This is an optimization exercise on Yosys and OpenROAD, whose aim is small area, a short achievable clock period and few clock cycles, not a production implementation.
In this exercise RTL edits were held to simulation tests only and were not proved equivalent to the original.
No activity file was given, so power comes from the tool's default toggle rates.

## run A
Design dfwt_core, start of the top module:
module dfwt_core (
    input  wire        clk,
    input  wire        rst,
    input  wire        op_valid,
    output wire        op_ready,
    input  wire [3:0]  op_code,
    input  wire [31:0] op_arg,
    input  wire [5:0]  op_len,
    output wire        out_valid,
    input  wire        out_ready,
    output wire [7:0]  out_byte,
    output wire        busy,
    output wire [15:0] crc,
    output wire [31:0] timestep,
    output wire        gate
);
    localparam OP_CRC_INIT  = 4'h0, OP_CRC_RESET = 4'h1, OP_CRC_BYTE = 4'h2,
               OP_MFM       = 4'h3, OP_FM        = 4'h4, OP_RAW      = 4'h5,
               OP_MFM_CRC   = 4'h6, OP_CONFIG    = 4'h7, OP_FLUSH    = 4'h8,
               OP_BT_RESET  = 4'h9, OP_WRGATE    = 4'hA, OP_FLUX     = 4'hB,
               OP_WAIT_IDX  = 4'hC, OP_STOP      = 4'hD, OP_TR_RESET = 4'hE;
    localparam S_IDLE = 2'd0, S_CELLS = 2'd1, S_PAD = 2'd2, S_EXEC = 2'd3;
    localparam K_FLUX = 2'd1, K_BYTE = 2'd2, K_WIDX = 2'd3;
    function [15:0] crc_byte(input [15:0] c, input [7:0] b);
        integer i;
        reg [15:0] x;
        begin
            x = c ^ {b, 8'h00};
            for (i = 0; i < 8; i = i + 1)
                x = x[15] ? ((x << 1) ^ 16'h1021) : (x << 1);
            crc_byte = x;
        end
    endfunction
    reg [1:0]  state;
    reg [15:0] crc_cur, crc_init;
    reg        last_bit;
    reg [14:0] half_r;
    reg [7:0]  precomp_r;
    reg [31:0] cell_buf;
    reg [4:0]  idx;       
    reg        enc;       
    reg        fm;
    reg [1:0]  pad_cnt;
    reg [3:0]  x_code;
    reg [5:0]  sr;
    reg [2:0]  warm;      
  ...
Size in the first run: roughly 1600 cells after synthesis, roughly 240 flip-flops.
clock: 9.0 ns
lec_check: 0
cap_margin: 20
core_margin: 2
core_utilization: 55
setup_slack_margin: 5
slew_margin: 20
standard.sh (not shown) runs the stock make flow with config.mk's settings and CLKGATE_MAP_FILE= SYNTH_SCRIPT=/design/flow/synth_recipe.tcl, a recipe that flattens the netlist after the stock synthesis.
==> flow/flow/run.sh <==
#!/bin/bash
set -euo pipefail
bash standard.sh SETUP_SLACK_MARGIN=5.7 \
  "BUFFER_PORTS_ARGS=-buffer_cell sky130_fd_sc_hd__buf_1" \
  "CTS_ARGS=-sink_clustering_enable -repair_clock_nets -dont_use_dummy_load -sink_clustering_buffer sky130_fd_sc_hd__clkbuf_8" \
  finish > standard.log 2>&1
Testbench counts of run A, summed over its fixed seeds: cycles 205,357.
diff inputs: run A => run B
==> flow/flow/run.sh <==
#!/bin/bash
set -euo pipefail
bash standard.sh SETUP_SLACK_MARGIN=5.7 \
  "BUFFER_PORTS_ARGS=-buffer_cell sky130_fd_sc_hd__buf_1" \
  "CTS_ARGS=-sink_clustering_enable -repair_clock_nets -dont_use_dummy_load -sink_clustering_size 30 -sink_clustering_max_diameter 60" \
  finish > standard.log 2>&1
Results
Run B vs. run A: delay of the slowest critical-path stage now sits lower; data required time of the worst path now sits higher; routing usage on met3 now sits lower; combined global-route utilization of all metal layers now sits lower. Run B completed every stage of the flow, and the final layout passed the timing, design-rule and antenna checks. Run A: all stages complete, timing, DRC and antenna checks passed. Diff run A -> run B: number of inserted filler cells in the final layout down 0.71%; combinational power share up 0.3 points; cell count down 17. | clock share of power | run B vs run A | 0.7 points lower |. Changes observed in run B relative to run A: maximum frequency from static timing analysis down 1.2%; static leakage saw a decrease; clock-buffer cell count shrank by 19. Run comparison: run A source of the critical timing path zb; run B source of the critical timing path mm.

---

## build 62
Starting RTL as in the previous note.
==> flow/config.mk <==
export PLATFORM = sky130hd
export DESIGN_NAME = dfwt_core
export DESIGN_NICKNAME = dfwt_core
export VERILOG_FILES = /design/flow/design.v
export SDC_FILE = /design/flow/constraint.sdc
export NUM_CORES = 4
export LEC_CHECK = 0
export CAP_MARGIN = 20
export CORE_MARGIN = 2
export CORE_UTILIZATION = 55
export SETUP_SLACK_MARGIN = 5
export SLEW_MARGIN = 20
==> flow/constraint.sdc <==
create_clock -name core_clock -period 9.0 [get_ports {clk}]
set_input_delay 1.8000 -clock core_clock [delete_from_list [all_inputs] [get_ports {clk}]]
set_output_delay 1.8000 -clock core_clock [all_outputs]
set_load 0.01 [all_outputs]
==> flow/flow/run.sh <==
#!/bin/bash
set -euo pipefail
bash standard.sh SETUP_SLACK_MARGIN=5.8 \
  "BUFFER_PORTS_ARGS=-buffer_cell sky130_fd_sc_hd__buf_1" \
  "CTS_ARGS=-sink_clustering_enable -repair_clock_nets -dont_use_dummy_load" \
  finish > standard.log 2>&1
Testbench counts of build 62, summed over its fixed seeds: cycles 205,357.
Changes in build 58 relative to build 62:
==> flow/flow/run.sh <==
#!/bin/bash
set -euo pipefail
bash standard.sh SETUP_SLACK_MARGIN=5.7 \
  "BUFFER_PORTS_ARGS=-buffer_cell sky130_fd_sc_hd__buf_1" \
  "CTS_ARGS=-sink_clustering_enable -repair_clock_nets -dont_use_dummy_load" \
  finish > standard.log 2>&1
diff --git a/flow/config.mk b/flow/config.mk
--- a/flow/config.mk
+++ b/flow/config.mk
@@ -8,5 +8,5 @@
 export CAP_MARGIN = 20
 export CORE_MARGIN = 2
-export CORE_UTILIZATION = 55
+export CORE_UTILIZATION = 50
 export SETUP_SLACK_MARGIN = 5
 export SLEW_MARGIN = 20
==> comparison <==
DRC violation count after routing: build 58 vs build 62 identical
Build 62 and build 58 ended up with roughly the same number of nets in the finished design.
Sort build 62 and build 58 by total design power, descending, and build 62 comes first.
Die area on build 58 is behind build 62.
Against build 62, design area in build 58 came out better.
Looking at fraction of met1 tracks used by global routing across build 62 and build 58, the one that comes out higher is build 62.
Sort build 62 and build 58 by overall routing resource usage, descending, and build 62 comes first.
Hold slack: build 58 vs build 62 down 0.0034 ns
Setup WNS build 62 -> build 58: better
Switching share of power down 0.20 points in build 58 wrt build 62
Build 58 completed; timing, DRC and antenna clean
The inputs of build 70 differ from those of build 58 as listed below.
==> flow/flow/run.sh <==
#!/bin/bash
set -euo pipefail
bash standard.sh SETUP_SLACK_MARGIN=5.7 \
  "BUFFER_PORTS_ARGS=-buffer_cell sky130_fd_sc_hd__buf_1" \
  "CTS_ARGS=-sink_clustering_enable -repair_clock_nets -dont_use_dummy_load -sink_clustering_buffer sky130_fd_sc_hd__clkbuf_8 -sink_buffer_max_cap_derate 0.5" \
  finish > standard.log 2>&1
diff --git a/flow/config.mk b/flow/config.mk
--- a/flow/config.mk
+++ b/flow/config.mk
@@ -8,5 +8,5 @@
 export CAP_MARGIN = 20
 export CORE_MARGIN = 2
-export CORE_UTILIZATION = 50
+export CORE_UTILIZATION = 55
 export SETUP_SLACK_MARGIN = 5
 export SLEW_MARGIN = 20
==> run notes <==
| clock share of power | lower: build 70 |. Build 70 has number of signal-net buffers in the layout above what build 58 had. Taking build 58 as the reference, in build 70 routed wire length grew by 570 um, post-detailed-placement cell area shrank by 0.34%. Build 70: done, clean on timing, DRC and antenna. In the flow results for build 70 and build 58, the met2 track demand over resource in global routing is smaller on build 58. Going from build 58 to build 70, total of cells resized after clock tree synthesis grows by 560%. The higher least setup slack across all paths after layout came out of build 58. Sort build 70 and build 58 by count of fill cells added during filler insertion, descending, and build 58 comes first. Non-clock buffer area fraction after layout in build 70 vs build 58: up 4.4 points.
The following lists how build 38 was set up differently from build 70:
==> flow/flow/run.sh <==
#!/bin/bash
set -euo pipefail
bash standard.sh SETUP_SLACK_MARGIN=5.7 \
  "BUFFER_PORTS_ARGS=-buffer_cell sky130_fd_sc_hd__buf_1" \
  "CTS_ARGS=-sink_clustering_enable -repair_clock_nets -dont_use_dummy_load" \
  finish > standard.log 2>&1
diff --git a/flow/config.mk b/flow/config.mk
--- a/flow/config.mk
+++ b/flow/config.mk
@@ -8,5 +8,5 @@
 export CAP_MARGIN = 20
 export CORE_MARGIN = 2
-export CORE_UTILIZATION = 55
+export CORE_UTILIZATION = 70
 export SETUP_SLACK_MARGIN = 5
 export SLEW_MARGIN = 20
Results
Changes observed in build 38 relative to build 70: combinational power held steady; power consumption grew by 100 uW; core utilization grew by 13 points. Per the comparison of build 38 with build 70, worst path arrival time saw an increase, number of buffers inserted by post-CTS setup repair went down by 51. Cell count of build 38 falls short of that of build 70 by a little under 10%. Looking at die area across both flows, build 38 is the stronger of the two, with build 70 trailing.
Edits applied to the flow inputs when going from build 38 to build 59:
==> flow/flow/run.sh <==
#!/bin/bash
set -euo pipefail
bash standard.sh SETUP_SLACK_MARGIN=5.7 \
  "BUFFER_PORTS_ARGS=-buffer_cell sky130_fd_sc_hd__buf_1" \
  "CTS_ARGS=-sink_clustering_enable -repair_clock_nets -dont_use_dummy_load -sink_clustering_buffer sky130_fd_sc_hd__clkbuf_4" \
  finish > standard.log 2>&1
diff --git a/flow/config.mk b/flow/config.mk
--- a/flow/config.mk
+++ b/flow/config.mk
@@ -8,5 +8,5 @@
 export CAP_MARGIN = 20
 export CORE_MARGIN = 2
-export CORE_UTILIZATION = 70
+export CORE_UTILIZATION = 55
 export SETUP_SLACK_MARGIN = 5
 export SLEW_MARGIN = 20
==> comparison <==
Build 59 ends up with a internal power contribution that is 2.5% lower than in build 38. Proportion of power drawn by combinational gates: build 59 vs build 38 — no meaningful difference. In the reports for build 38 and build 59, the smaller final area belongs to build 38. Summary of build 59 over build 38: overall die height went up about 12%, global-route usage went down 6.4 points.
The following lists how build 32 was set up differently from build 59:
==> flow/flow/run.sh <==
#!/bin/bash
set -euo pipefail
bash standard.sh SETUP_SLACK_MARGIN=5.6 \
  "BUFFER_PORTS_ARGS=-buffer_cell sky130_fd_sc_hd__buf_1" \
  "CTS_ARGS=-sink_clustering_enable -repair_clock_nets -dont_use_dummy_load" \
  finish > standard.log 2>&1
On relative area change from synthesis to final layout, the lower figure sits with build 32, not build 59.
met3 demand-to-capacity share in global routing down 1.5 points in build 32 wrt build 59
Max least setup slack across all paths after layout across build 32 and build 59: build 32
Build 59 → build 32: wire length now smaller, total global routing track utilization now smaller, via count now smaller, final period demand of the worst path now smaller.
Build 32 vs build 59 — wire length on met3 dropped about 16%.
Build 32 vs. build 59: share of power burned in combinational logic now smaller; critical path depth went down 1.

## static timing again, ports no longer ideal
No port has a modelled driver above. Below, the same layouts with a new extraction and two added sets of constraints.
Step 1: set_driving_cell puts a clkbuf_16 on clk and a buf_2 on each other input, an assumption about the parent block.
Step 2, shift: input delay + t, output delay - t, t = (earliest + latest rising clock arrival at the registers) / 2. This alone moves slack from input paths to output paths.
a / b / c = ideal / step 1 / step 2; a / b = the first two.
run	t, ns	slack for setup (ns)	hold WS [ns]
run A	0.526	5.751 / 5.751 / 5.432	0.439 / 0.439 / 0.439
run B	0.565	5.711 / 5.711 / 5.346	0.443 / 0.443 / 0.443
build 62	0.574	5.682 / 5.682 / 5.310	0.442 / 0.442 / 0.442
build 58	0.586	5.720 / 5.720 / 5.280	0.439 / 0.439 / 0.439
build 70	1.341	5.317 / 5.271 / 5.069	0.443 / 0.443 / 0.443
build 38	0.569	5.667 / 5.667 / 5.325	0.440 / 0.440 / 0.440
build 59	0.540	5.732 / 5.732 / 5.327	0.439 / 0.439 / 0.439
build 32	0.578	5.738 / 5.738 / 5.393	0.440 / 0.440 / 0.440
After both steps setup and hold are still met in every run listed. The setup slack of build 58, which loses most, moves by 0.000 ns with the drivers and by -0.440 ns with both steps.
